What follows belongs to an exercise in optimizing a design on an open flow for a short achievable clock period and few clock cycles; a production flow would make more cautious choices.
Only simulation tests tie the RTL to the original design; equivalence was not proved.
Power figures rest on the tool's default switching activity, not on a simulated workload.

File: design.v
module vm16_core (
  input  wire         clk,
  input  wire         rst,         
  input  wire         start,       
  output wire         done,        
  output reg  [2:0]   err,         
  output wire [191:0] regs,        
  output reg          mem_req,
  output reg          mem_we,
  output reg  [15:0]  mem_addr,
  output reg  [15:0]  mem_wdata,
  input  wire         mem_ready,
  input  wire [15:0]  mem_rdata
);
  localparam [2:0] E_OK    = 3'd0;
  localparam [2:0] E_MEM   = 3'd3;    
  localparam [2:0] E_OPC   = 3'd4;    
  localparam [2:0] E_SOVF  = 3'd5;    
  localparam [2:0] E_SUNF  = 3'd6;    
  localparam [1:0] P_EX   = 2'd0;     
  localparam [1:0] P_X1   = 2'd1;     
  localparam [1:0] P_STK  = 2'd2;     
  localparam [1:0] P_FIN  = 2'd3;     
  localparam [1:0] X_ST   = 2'd0;     
  localparam [1:0] X_LD   = 2'd1;     
  localparam [1:0] X_PUSH = 2'd2;
  localparam [1:0] X_POP  = 2'd3;
  localparam integer QN = 8;          
  reg [191:0]    rf;                  
  reg [15:0]     fbc;                 
  reg [1:0]      ph;
  reg [1:0]      xk;                  
  reg            scall;               
  reg            busy;                
  reg            done_r;
  reg [3:0]      k;                   
  reg [3:0]      dreg;                
  reg [15:0]     val;                 
  reg [15:0]     fsz;                 
  reg [15:0]     nargs;               
  reg            pv;                  
  reg [8*QN-1:0] q;                   
  reg [4*QN-1:0] qm;                  
  reg [3:0]      qn;                  
  reg [15:0]     fa;                  
  assign regs = rf;
  assign done = done_r;
  function automatic [3:0] mod12(input [7:0] b);
    reg [7:0] m;
    begin
      m = b % 8'd12;
      mod12 = m[3:0];
    end
  endfunction
  wire [15:0] pc  = rf[15:0];
  wire [15:0] acc = rf[31:16];
  wire [15:0] sp  = rf[175:160];
  wire [15:0] fp  = rf[191:176];
  wire [7:0] op = q[7:0];
  wire [7:0] b1 = q[15:8];
  wire [7:0] b2 = q[23:16];
  wire [7:0] b3 = q[31:24];
  wire [7:0] b4 = q[39:32];
  wire [3:0] m1 = qm[7:4];
  wire [3:0] m2 = qm[11:8];
  wire [3:0] m3 = qm[15:12];
  wire o_movlr = (op == 8'h10);
  wire o_movrr = (op == 8'h11);
  wire o_movrm = (op == 8'h12);
  wire o_movmr = (op == 8'h13);
  wire o_add   = (op == 8'h14);
  wire o_jne   = (op == 8'h15);
  wire o_pushl = (op == 8'h16);
  wire o_pushr = (op == 8'h17);
  wire o_pop   = (op == 8'h18);
  wire o_calll = (op == 8'h19);
  wire o_callr = (op == 8'h1A);
  wire o_ret   = (op == 8'h1B);
  wire o_valid = (op[7:4] == 4'h1) && (op[3:0] <= 4'hB);
  reg [2:0] ilen;
  always @(*) begin
    case (op[3:0])
      4'h0, 4'h2, 4'h3: ilen = 3'd4;
      4'h1, 4'h4, 4'h6, 4'h9: ilen = 3'd3;
      4'h5: ilen = 3'd5;
      4'h7, 4'h8, 4'hA: ilen = 3'd2;
      default: ilen = 3'd1;
    endcase
  end
  wire [2:0] e0 = (o_movlr || o_movmr || o_jne || o_pushl || o_calll) ? 3'd3 : 3'd2;
  wire [15:0] pc1 = pc + 16'd1;
  wire [15:0] pc2 = pc + 16'd2;
  wire [15:0] pc3 = pc + 16'd3;
  wire [15:0] pc4 = pc + 16'd4;
  wire [15:0] pc5 = pc + 16'd5;
  wire [15:0] ipv = (o_movrr || o_add) ? pc3 : pc2;
  reg [15:0] pcl;
  always @(*) begin
    case (ilen)
      3'd1: pcl = pc1;
      3'd2: pcl = pc2;
      3'd3: pcl = pc3;
      3'd4: pcl = pc4;
      default: pcl = pc5;
    endcase
  end
  function automatic [15:0] rdx(input [3:0] i, input [191:0] r, input [15:0] ip);
    begin
      case (i)
        4'd0:  rdx = ip;
        4'd1:  rdx = r[31:16];
        4'd2:  rdx = r[47:32];
        4'd3:  rdx = r[63:48];
        4'd4:  rdx = r[79:64];
        4'd5:  rdx = r[95:80];
        4'd6:  rdx = r[111:96];
        4'd7:  rdx = r[127:112];
        4'd8:  rdx = r[143:128];
        4'd9:  rdx = r[159:144];
        4'd10: rdx = r[175:160];
        default: rdx = r[191:176];
      endcase
    end
  endfunction
  wire [15:0] rd1 = rdx(m1, rf, ipv);
  wire [15:0] rd2 = rdx(m2, rf, ipv);
  wire [15:0] lit = {b1, b2};
  wire [15:0] imm2 = {b3, b4};
  wire [15:0] addr_rm = {b2, b3};
  wire pc_ffff = (pc == 16'hFFFF);
  wire fa_end  = (fa == 16'hFFFF);
  wire have    = (qn >= {1'b0, ilen});
  wire ex_rdy  = pc_ffff || ((qn != 4'd0) && (!o_valid || have || fa_end));
  wire jne_tk  = (acc != lit);
  wire sp_lt2  = (sp < 16'd2);
  wire sp_lt4  = (sp < 16'd4);
  wire sp_ffff = (sp == 16'hFFFF);
  wire [15:0] sp_p2 = sp + 16'd2;
  wire [15:0] sp_p4 = sp + 16'd4;
  wire [15:0] sp_m2 = sp - 16'd2;
  wire sp_hi   = (sp >= 16'hFFFD);
  wire sp2_hi  = (sp >= 16'hFFFB);    
  wire fp_hi   = (fp >= 16'hFFFD);
  wire act = busy || start;
  localparam integer FD = 4;
  reg [FD-1:0]     fc_v;
  reg [16*FD-1:0]  fc_t;              
  reg [160*FD-1:0] fc_d;
  wire [15:0]  fc_w0 = fc_d[15:0];
  wire         fc_hit = fc_v[0] && (fc_t[15:0] == fp);
  wire [15:0]  fp20 = fp + 16'd20;
  wire [15:0]  fp22 = fp + 16'd22;
  wire         fp20_hi = (fp20 >= 16'hFFFD);
  wire xfer    = pv && mem_ready;                  
  wire fetched = !pv && mem_req && mem_ready;      
  wire [15:0] wd = mem_addr - pc;
  wire w_hit = (wd < 16'd8) || (wd == 16'hFFFF);
  function automatic [15:0] pushv(input [3:0] j, input [191:0] r, input [15:0] f);
    begin
      case (j)
        4'd0: pushv = r[47:32];
        4'd1: pushv = r[63:48];
        4'd2: pushv = r[79:64];
        4'd3: pushv = r[95:80];
        4'd4: pushv = r[111:96];
        4'd5: pushv = r[127:112];
        4'd6: pushv = r[143:128];
        4'd7: pushv = r[159:144];
        4'd8: pushv = r[15:0];
        default: pushv = f + 16'd2;
      endcase
    end
  endfunction
  reg [191:0]    rf_n;
  reg [15:0]     fbc_n, val_n, fsz_n, nargs_n;
  reg [1:0]      ph_n, xk_n;
  reg            scall_n;
  reg [2:0]      err_n;
  reg [3:0]      k_n, dreg_n;
  reg            pv_n, pwe_n;         
  reg [15:0]     pa_n, pd_n;
  reg            commit;              
  reg            flush;               
  reg            fin;                 
  reg            fc_push, fc_pop;
  wire [15:0] sp_room = sp_hi ? 16'd0 : ((16'hFFFE - sp) >> 1);
  wire        n_fits  = (nargs <= sp_room);
  wire [15:0] n_pop   = n_fits ? nargs : sp_room;
  wire [16:0] fp_sum  = {1'b0, fp} + {1'b0, fsz};
  integer i;
  always @(*) begin
    rf_n    = rf;
    fbc_n   = fbc;
    val_n   = val;
    fsz_n   = fsz;
    nargs_n = nargs;
    ph_n    = ph;
    xk_n    = xk;
    scall_n = scall;
    k_n     = k;
    dreg_n  = dreg;
    err_n   = err;
    pv_n    = pv;
    pwe_n   = mem_we;
    pa_n    = mem_addr;
    pd_n    = mem_wdata;
    commit  = 1'b0;
    flush   = 1'b0;
    fin     = 1'b0;
    fc_push = 1'b0;
    fc_pop  = 1'b0;
    if (act) begin
      case (ph)
        P_EX: if (ex_rdy) begin
          if (pc_ffff) begin
            err_n = E_MEM; fin = 1'b1; flush = 1'b1;
          end else if (!o_valid) begin
            err_n = E_OPC; fin = 1'b1;
          end else if (!have) begin
            rf_n[15:0] = pc + ((qn >= {1'b0, e0}) ? {13'd0, e0} : 16'd1);
            err_n = E_MEM; fin = 1'b1; flush = 1'b1;
          end else begin
            err_n = E_OK;
            commit = 1'b1;
            rf_n[15:0] = pcl;
            case (1'b1)
              o_movlr: begin
                for (i = 0; i < 12; i = i + 1) if (m3 == i) rf_n[16*i +: 16] = lit;
                fin = 1'b1;
                if (m3 == 4'd0) flush = 1'b1;
              end
              o_movrr: begin
                for (i = 0; i < 12; i = i + 1) if (m2 == i) rf_n[16*i +: 16] = rd1;
                fin = 1'b1;
                if (m2 == 4'd0) flush = 1'b1;
              end
              o_movrm: begin
                if (addr_rm == 16'hFFFF) begin
                  err_n = E_MEM; fin = 1'b1; flush = 1'b1;
                end else begin
                  pv_n = 1'b1; pwe_n = 1'b1; pa_n = addr_rm; pd_n = rd1;
                  xk_n = X_ST; ph_n = P_X1;
                end
              end
              o_movmr: begin
                if (lit == 16'hFFFF) begin
                  err_n = E_MEM; fin = 1'b1; flush = 1'b1;
                end else begin
                  pv_n = 1'b1; pwe_n = 1'b0; pa_n = lit;
                  dreg_n = m3; xk_n = X_LD; ph_n = P_X1;
                end
              end
              o_add: begin
                rf_n[31:16] = rd1 + rd2;
                fin = 1'b1;
              end
              o_jne: begin
                if (jne_tk) begin
                  rf_n[15:0] = imm2; flush = 1'b1;
                end
                fin = 1'b1;
              end
              o_pushl, o_pushr, o_calll, o_callr: begin
                if (sp_lt2) begin
                  err_n = E_SOVF; fin = 1'b1; flush = 1'b1;
                end else if (sp_ffff) begin
                  err_n = E_MEM; fin = 1'b1; flush = 1'b1;
                end else begin
                  pv_n = 1'b1; pwe_n = 1'b1; pa_n = sp;
                  pd_n = o_pushl ? lit : o_pushr ? rd1 : rf[47:32];
                  val_n = o_calll ? lit : rd1;
                  xk_n = X_PUSH;
                  k_n = 4'd0;
                  scall_n = 1'b1;
                  ph_n = (o_calll || o_callr) ? P_STK : P_X1;
                end
              end
              o_pop: begin
                if (sp_hi) begin
                  err_n = E_SUNF; fin = 1'b1; flush = 1'b1;
                end else begin
                  pv_n = 1'b1; pwe_n = 1'b0; pa_n = sp_p2;
                  dreg_n = m1; xk_n = X_POP; ph_n = P_X1;
                end
              end
              default: begin    
                scall_n = 1'b0;
                fc_pop = 1'b1;
                if (fc_hit) begin
                  rf_n[15:0] = fc_d[31:16];
                  for (i = 1; i <= 8; i = i + 1) rf_n[16*(i+1) +: 16] = fc_d[16*(10-i) +: 16];
                  fsz_n = fc_w0;
                  rf_n[175:160] = fp20;
                  fbc_n = fc_w0 - 16'd20;
                  flush = 1'b1;
                  if (fp20_hi) begin
                    err_n = E_SUNF; fin = 1'b1;
                  end else begin
                    pv_n = 1'b1; pwe_n = 1'b0; pa_n = fp22;
                    k_n = 4'd10; ph_n = P_STK;
                  end
                end else begin
                  rf_n[175:160] = fp;
                  if (fp_hi) begin
                    err_n = E_SUNF; fin = 1'b1; flush = 1'b1;
                  end else begin
                    pv_n = 1'b1; pwe_n = 1'b0; pa_n = fp + 16'd2;
                    k_n = 4'd0; ph_n = P_STK;
                  end
                end
              end
            endcase
          end
        end
        P_X1: if (mem_ready) begin
          pv_n = 1'b0;
          fin = 1'b1;
          case (xk)
            X_ST: if (w_hit) flush = 1'b1;
            X_LD: begin
              for (i = 0; i < 12; i = i + 1) if (dreg == i) rf_n[16*i +: 16] = mem_rdata;
              if (dreg == 4'd0) flush = 1'b1;
            end
            X_PUSH: begin
              rf_n[175:160] = sp_m2;
              fbc_n = fbc + 16'd2;
              if (w_hit) flush = 1'b1;
            end
            default: begin    
              rf_n[175:160] = sp_p2;
              fbc_n = fbc - 16'd2;
              for (i = 0; i < 12; i = i + 1) if (dreg == i) rf_n[16*i +: 16] = mem_rdata;
              if (dreg == 4'd0) flush = 1'b1;
            end
          endcase
        end
        P_STK: if (mem_ready) begin
          if (scall) begin
            rf_n[175:160] = sp_m2;
            fbc_n = fbc + 16'd2;
            k_n = k + 4'd1;
            if (w_hit) flush = 1'b1;
            if (k == 4'd9) begin
              rf_n[191:176] = sp_m2;
              fbc_n = 16'd0;
              rf_n[15:0] = val;
              pv_n = 1'b0;
              fin = 1'b1; flush = 1'b1; fc_push = 1'b1;
            end else if (sp_lt4) begin
              pv_n = 1'b0;
              err_n = E_SOVF; fin = 1'b1;
            end else begin
              pa_n = sp_m2;
              pd_n = pushv(k + 4'd1, rf, fbc + 16'd2);
            end
          end else begin
            rf_n[175:160] = sp_p2;
            fbc_n = fbc - 16'd2;
            k_n = k + 4'd1;
            pa_n = sp_p4;
            case (k)
              4'd0: begin fsz_n = mem_rdata; fbc_n = mem_rdata - 16'd2; end
              4'd1: begin rf_n[15:0] = mem_rdata; flush = 1'b1; end
              4'd2: rf_n[159:144] = mem_rdata;    
              4'd3: rf_n[143:128] = mem_rdata;
              4'd4: rf_n[127:112] = mem_rdata;
              4'd5: rf_n[111:96]  = mem_rdata;
              4'd6: rf_n[95:80]   = mem_rdata;
              4'd7: rf_n[79:64]   = mem_rdata;
              4'd8: rf_n[63:48]   = mem_rdata;
              4'd9: rf_n[47:32]   = mem_rdata;    
              default: begin nargs_n = mem_rdata; ph_n = P_FIN; pv_n = 1'b0; end
            endcase
            if (k != 4'd10 && sp2_hi) begin
              pv_n = 1'b0;
              err_n = E_SUNF; fin = 1'b1;
            end
          end
        end
        default: begin    
          rf_n[175:160] = sp + {n_pop[14:0], 1'b0};
          fbc_n = fbc - {n_pop[14:0], 1'b0};
          fin = 1'b1;
          if (!n_fits)              err_n = E_SUNF;
          else if (fp_sum[16])      err_n = E_MEM;
          else                      rf_n[191:176] = fp_sum[15:0];
        end
      endcase
    end
  end
  reg [8*QN-1:0] q_n;
  reg [4*QN-1:0] qm_n;
  reg [3:0]      qn_n;
  reg [15:0]     fa_n;
  reg [3:0]      qb;
  wire [3:0] fm_hi = mod12(mem_rdata[15:8]);
  wire [3:0] fm_lo = mod12(mem_rdata[7:0]);
  wire       f_one = (fa == 16'hFFFE);    
  always @(*) begin
    q_n  = q;
    qm_n = qm;
    qb   = qn;
    if (commit) begin
      q_n  = q  >> (8 * ilen);
      qm_n = qm >> (4 * ilen);
      qb   = qn - {1'b0, ilen};
    end
    qn_n = qb;
    fa_n = fa;
    if (flush) begin
      qn_n = 4'd0;
      fa_n = rf_n[15:0];
    end else if (fetched) begin
      for (i = 0; i < QN; i = i + 1) begin
        if (i == qb)          begin q_n[8*i +: 8] = mem_rdata[15:8]; qm_n[4*i +: 4] = fm_hi; end
        if (i == qb + 4'd1)   begin q_n[8*i +: 8] = mem_rdata[7:0];  qm_n[4*i +: 4] = fm_lo; end
      end
      qn_n = qb + (f_one ? 4'd1 : 4'd2);
      fa_n = fa + (f_one ? 16'd1 : 16'd2);
    end
  end
  wire f_ok_n = (fa_n != 16'hFFFF) && (qn_n <= QN - 2);
  wire pv_nn  = pv_n && !fin;
  wire             wr_now = pv && mem_we && mem_ready;
  reg [FD-1:0]     fc_v_n, fc_vk;
  reg [16*FD-1:0]  fc_t_n;
  reg [160*FD-1:0] fc_d_n;
  reg [159:0]      fc_new;
  reg [15:0]       fde;
  always @(*) begin
    for (i = 0; i < FD; i = i + 1) begin
      fde = mem_addr - fc_t[16*i +: 16];
      fc_vk[i] = fc_v[i] && !(wr_now && fde >= 16'd1 && fde <= 16'd21);
    end
    fc_new[15:0]  = mem_wdata;                  
    fc_new[31:16] = pc;
    for (i = 1; i <= 8; i = i + 1) fc_new[16*(10-i) +: 16] = rf[16*(i+1) +: 16];
    fc_v_n = fc_vk;
    fc_t_n = fc_t;
    fc_d_n = fc_d;
    if (fc_push) begin
      fc_v_n = {fc_vk[FD-2:0], 1'b1};
      fc_t_n = {fc_t[16*FD-17:0], sp_m2};
      fc_d_n = {fc_d[160*FD-161:0], fc_new};
    end else if (fc_pop) begin
      fc_v_n = {1'b0, fc_vk[FD-1:1]};
      fc_t_n = {16'd0, fc_t[16*FD-1:16]};
      fc_d_n = {160'd0, fc_d[160*FD-1:160]};
    end
  end
  always @(posedge clk) begin
    fc_t <= fc_t_n;
    fc_d <= fc_d_n;
    if (rst) fc_v <= {FD{1'b0}};
    else     fc_v <= fc_v_n;
  end
  always @(posedge clk) begin
    if (rst) begin
      rf        <= {16'hFFFE, 16'hFFFE, 160'd0};    
      fbc       <= 16'd0;
      ph        <= P_EX;
      busy      <= 1'b0;
      done_r    <= 1'b0;
      err       <= E_OK;
      k         <= 4'd0;
      qn        <= 4'd0;
      fa        <= 16'd0;
      pv        <= 1'b0;
      mem_req   <= 1'b1;
      mem_we    <= 1'b0;
      mem_addr  <= 16'd0;
    end else begin
      rf        <= rf_n;
      fbc       <= fbc_n;
      ph        <= fin ? P_EX : ph_n;
      busy      <= act && !fin;
      done_r    <= act && fin;
      err       <= err_n;
      k         <= k_n;
      qn        <= qn_n;
      fa        <= fa_n;
      pv        <= pv_nn;
      mem_req   <= pv_nn || f_ok_n;
      mem_we    <= pv_nn && pwe_n;
      mem_addr  <= pv_nn ? pa_n : fa_n;
    end
    mem_wdata <= pd_n;
    xk    <= xk_n;
    scall <= scall_n;
    dreg  <= dreg_n;
    val   <= val_n;
    fsz   <= fsz_n;
    nargs <= nargs_n;
    q     <= q_n;
    qm    <= qm_n;
  end
endmodule
File: run.sh
#!/bin/bash
# synth_recipe.tcl (not shown) runs the flow's synth.tcl, then flattens the netlist and writes it again
# the make line also repeats each setting of config.mk as NAME=value (left out here)
make -C /OpenROAD-flow-scripts/flow DESIGN_CONFIG=/design/flow/config.mk WORK_HOME=/design/flow/orfs CLKGATE_MAP_FILE= SYNTH_SCRIPT=/design/flow/synth_recipe.tcl finish
File: config.mk
export PLATFORM = sky130hd
export DESIGN_NAME = vm16_core
export DESIGN_NICKNAME = vm16_core
export VERILOG_FILES = /design/flow/design.v
export SDC_FILE = /design/flow/constraint.sdc
export NUM_CORES = 4
export LEC_CHECK = 0
export ABC_CLOCK_PERIOD_IN_PS = 4000
export CAP_MARGIN = 20
export CORE_MARGIN = 2
export CORE_UTILIZATION = 30
export PLACE_DENSITY = 0.5
export SETUP_SLACK_MARGIN = 4.0
export SLEW_MARGIN = 20
File: constraint.sdc
create_clock -name core_clock -period 8.0 [get_ports {clk}]
set_input_delay 1.6000 -clock core_clock [delete_from_list [all_inputs] [get_ports {clk}]]
set_output_delay 1.6000 -clock core_clock [all_outputs]
set_load 0.01 [all_outputs]
==> impl_metrics.py <==
metrics = {
    "floorplanning": {
        "die_area_sq_um": 251000,
        "start_util_pct": 30.1,
        "die_x_um": 501,
        "io-pin-count": 250,
        "die_h_um": 501,
        "rows": 182,
        "core_area_sq_um": 246000,
    },
    "worst_setup_path": {
        "path_max_fanout": 6,
        "crit_start": "rf[162]",
        "cp-end-kind": "register",
        "reg2reg_from": "rf[162]",
        "required_ps": 8680,
        "critPathSlowestCell": "dfxtp_4",
        "startpoint_type": "register",
        "critPathTopFamily": "compound AO/OA/AOI/OAI gates",
        "crit_buf_inv": 5,
        "critPathArrivalTime_ps": 6420,
        "cpMostUsedCell": "o21a_1",
        "slowest_delay_ps": 420,
        "crit_type": "register to register",
    },
    "global_routing": {
        "track_usage_pct": 35.2,
        "antenna_found_initial": 42,
        "grt_max_degree": 179,
        "grt_pass1_wl_um": 618000,
        "grt_pass1_vias": 72900,
        "gr-total-overflow": 0,
    },
    "clock_network": {
        "path_clk_slew_ps": 60,
        "cts_root_buf": "clkbuf_16",
        "clk-insertion-delay-late_ps": 860,
        "clock_path_buffers": 3,
        "numClockSinks": 1132,
        "cts.htree.levels": 4,
        "cts_made_buffers": 141,
        "cts_tree": "built",
    },
    "layout": {
        "layout_common_cells": "nand2_1 (1,986), edfxtp_1 (775), buf_4 (606)",
        "fillers": 24900,
        "final_common_cell": "nand2_1",
        "drive_gt1_share_pct": 21.2,
        "area_growth_pct": 29.5,
        "fin_nets": 9577,
    },
    "sta": {
        "drv_slew": 0,
        "fin_skew_ps": 56.7,
        "worstMarginPinSlew_ps": 1250,
        "finalSetupTns_ps": 0,
        "hold_viol": 0,
        "period_needed_ps": 5740,
        "max_freq_mhz": 174,
        "timing.hold.ws_ps": 489,
        "fin_crit_sh_pct": 71.7,
        "grt_setup_unrepaired": "true",
        "relSlewSlack_pct": 15.8,
        "finalSetupViolCount": 0,
    },
    "yosys": {
        "synthesis.area_sq_um": 74000,
        "yosysSeqAreaShare_pct": 41.1,
        "ys_async_sr_fraction_pct": 0,
        "ys_types": 120,
        "ys_warn_count": 1,
        "ys_ff_latch": 1132,
        "netlist_instances": 8775,
        "ys.flop_type": "edfxtp_1",
        "synth_edf_count": 775,
        "syn_nets": 9012,
        "syn_area_per_cell_sq_um": 8.44,
    },
    "drt": {
        "dr.pass1.iters": 9,
        "vias": 79600,
        "remaining_drc_errors": 0,
        "drt_wl_total_um": 466000,
        "drtIter0Drc": 11500,
        "routedWlPerCell_um": 36.7,
        "ant_nets": 0,
        "via_per_inst": 6.27,
    },
    "flow_run": {
        "maxCapViolCount": 0,
    },
    "pwr": {
        "pwr_density_cell_nw_per_um2": 203,
        "power_leakage_nw": 36.8,
        "peakVddDrop_v": 0.000235,
    },
    "placement": {
        "dp_hpwl_um": 318000,
        "port_buffers": 249,
        "routabilityCongestion": 1.05,
    },
    "worst_hold_path": {
        "min-delay-start": "q[56]",
        "hp-class": "register to register",
    },
    "outcome": {
        "status": "finished clean",
    },
}
## area by class of cell
type                            count  area [sq um]  share of cell area [%]
Sequential cell                  1132         30500                    31.8
Antenna cell                       20          50.0                  0.0522
Inverter                          216           922                   0.962
Multi-Input combinational cell   6768         44800                    46.7
Clock buffer                      199          3960                    4.13
Timing Repair inverter              2          15.0                  0.0157
Timing Repair Buffer             1079         10800                    11.3
Clock inverter                     64           732                   0.763
Tap cell                         3220          4030                    4.20
## kinds of logic (layout without fill, tap and decap cells)
logic type / Yosys count / count (layout) / share of synthesized area, %
other: 0 / 20 / 0
muxes: 204 / 204 / 3.11
adders and majority gates: 217 / 217 / 3.81
AOI/OAI and AO/OA: 2364 / 2369 / 21.5
DFF: 1132 / 1132 / 41.1
buffers and inverters: 888 / 1560 / 4.74
xor gates and xnor gates: 316 / 317 / 3.75
and+or+nand+nor: 3654 / 3661 / 22.0
## sequential cells by signal, indices dropped and copies added, names as in the netlist, 4 cells and up
| register | count |
|---|---|
| qm | 28 |
| dreg | 4 |
| qn | 4 |
| mem_wdata | 16 |
| fbc | 16 |
| rf | 192 |
| fa | 16 |
| fc_v | 4 |
| nargs | 16 |
| k | 4 |
| mem_addr | 16 |
| fc_t | 64 |
| val | 16 |
| fc_d | 640 |
| fsz | 16 |
| q | 64 |
## where the power goes
group | internal (W) | total, W | leakage (nW) | switching (W)
registers | 0.00643 | 0.00674 | 10.1 | 0.000308
logic | 0.00214 | 0.00605 | 24.5 | 0.00391
clock network | 0.00374 | 0.00663 | 2.27 | 0.00290
total | 0.0123 | 0.0194 | 36.8 | 0.00711
## metal layers
metal / track usage [%] / vias up / part of all wire (%)
met4: 23.3 / 14 / 8.5
met3: 11.5 / 1532 / 12
li1: - / 33000 / -
met1: 45.0 / 39300 / 39
met2: 50.2 / 5657 / 40
met5: 0 / - / 0.022
## stage by stage
step / std cells / instance area [sq um] / utilization (%) / power, W / setup WS (ps)
global placement: 12000 / 81600 / 33.2 / 0.0113 / 1300
finish: 12700 / 95900 / 39.0 / 0.0194 / 2260
floorplan: 8775 / 74600 / - / 0.00930 / 1810
CTS: 12500 / 92500 / 37.6 / 0.0188 / 2340
detailed placement: 12000 / 81600 / 33.2 / 0.0113 / 1160
global route: 12700 / 95800 / 39.0 / 0.0198 / 2100
## timing repair
action                     4_1_cts  5_1_grt
pin swaps                      214      246
setup endpoints to repair     1787      519
gates resized for setup        732      458
hold buffers                     0        0
buffers inserted               288      123
cloned                          28       20
## cell usage after synthesis (all sizes together), types with 59 or more instances
master  number  area share, %
o22ai       91           0.77
xor2       129            1.5
and2       209            1.8
inv        209            1.1
dfxtp      357            9.7
o21ai      498            3.4
nand3      170            1.2
edfxtp     775             31
buf        143           0.96
a221oi      83           0.98
a211oi     117            1.2
a22oi      124            1.3
a21oi      598            4.1
o211ai     145            1.5
mux2i      121            1.6
nand4       61           0.57
nor4        66           0.67
clkbuf     529            2.7
nor2b       59           0.50
nor3       185            1.3
a31oi       76           0.66
xnor2      187            2.2
nor2       588            3.0
ha         203            3.4
nand2     2023             10
mux2        69            1.0
## path summary, 6_finish.rpt
check / slack, ps / depth (start not counted) / to
worst max-delay path: 2260 / 32 / rf[173]
worst min register to register: 490 / 1 / q[56]
worst max register to register: 2260 / 32 / rf[173]
worst min-delay path: 490 / 1 / q[56]
Testbench counts, summed over its fixed seeds: cycles 51,598.

-- what the ideal ports hide --
How much do the figures lean on ideal ports? The routed layout below was timed once more, with nothing changed but the port constraints.
Step 1 sets driving cells, clkbuf_16 on the clock port and buf_2 on the other inputs (assumed; they add their load-dependent delay and slew).
Step 2 adds t to the input delays and takes it off the output delays; t is the mean of the earliest and latest rising clock arrival at the registers after step 1. Input paths then give back, and output paths get back, about the clock's delay inside the block.
Three values: no drivers, after step 1, after step 2; two values: the first two.
shift t [ns]: 0.928
setup WS [ns]: 2.261 / 2.261 / 2.261
slew at the worst register clock pin (ns): 0.07 / 0.07
pins driven straight from the clock port: 1
After both steps setup and hold are still met in this run. The setup slack of this run moves by 0.000 ns with the drivers and by 0.000 ns with both steps.
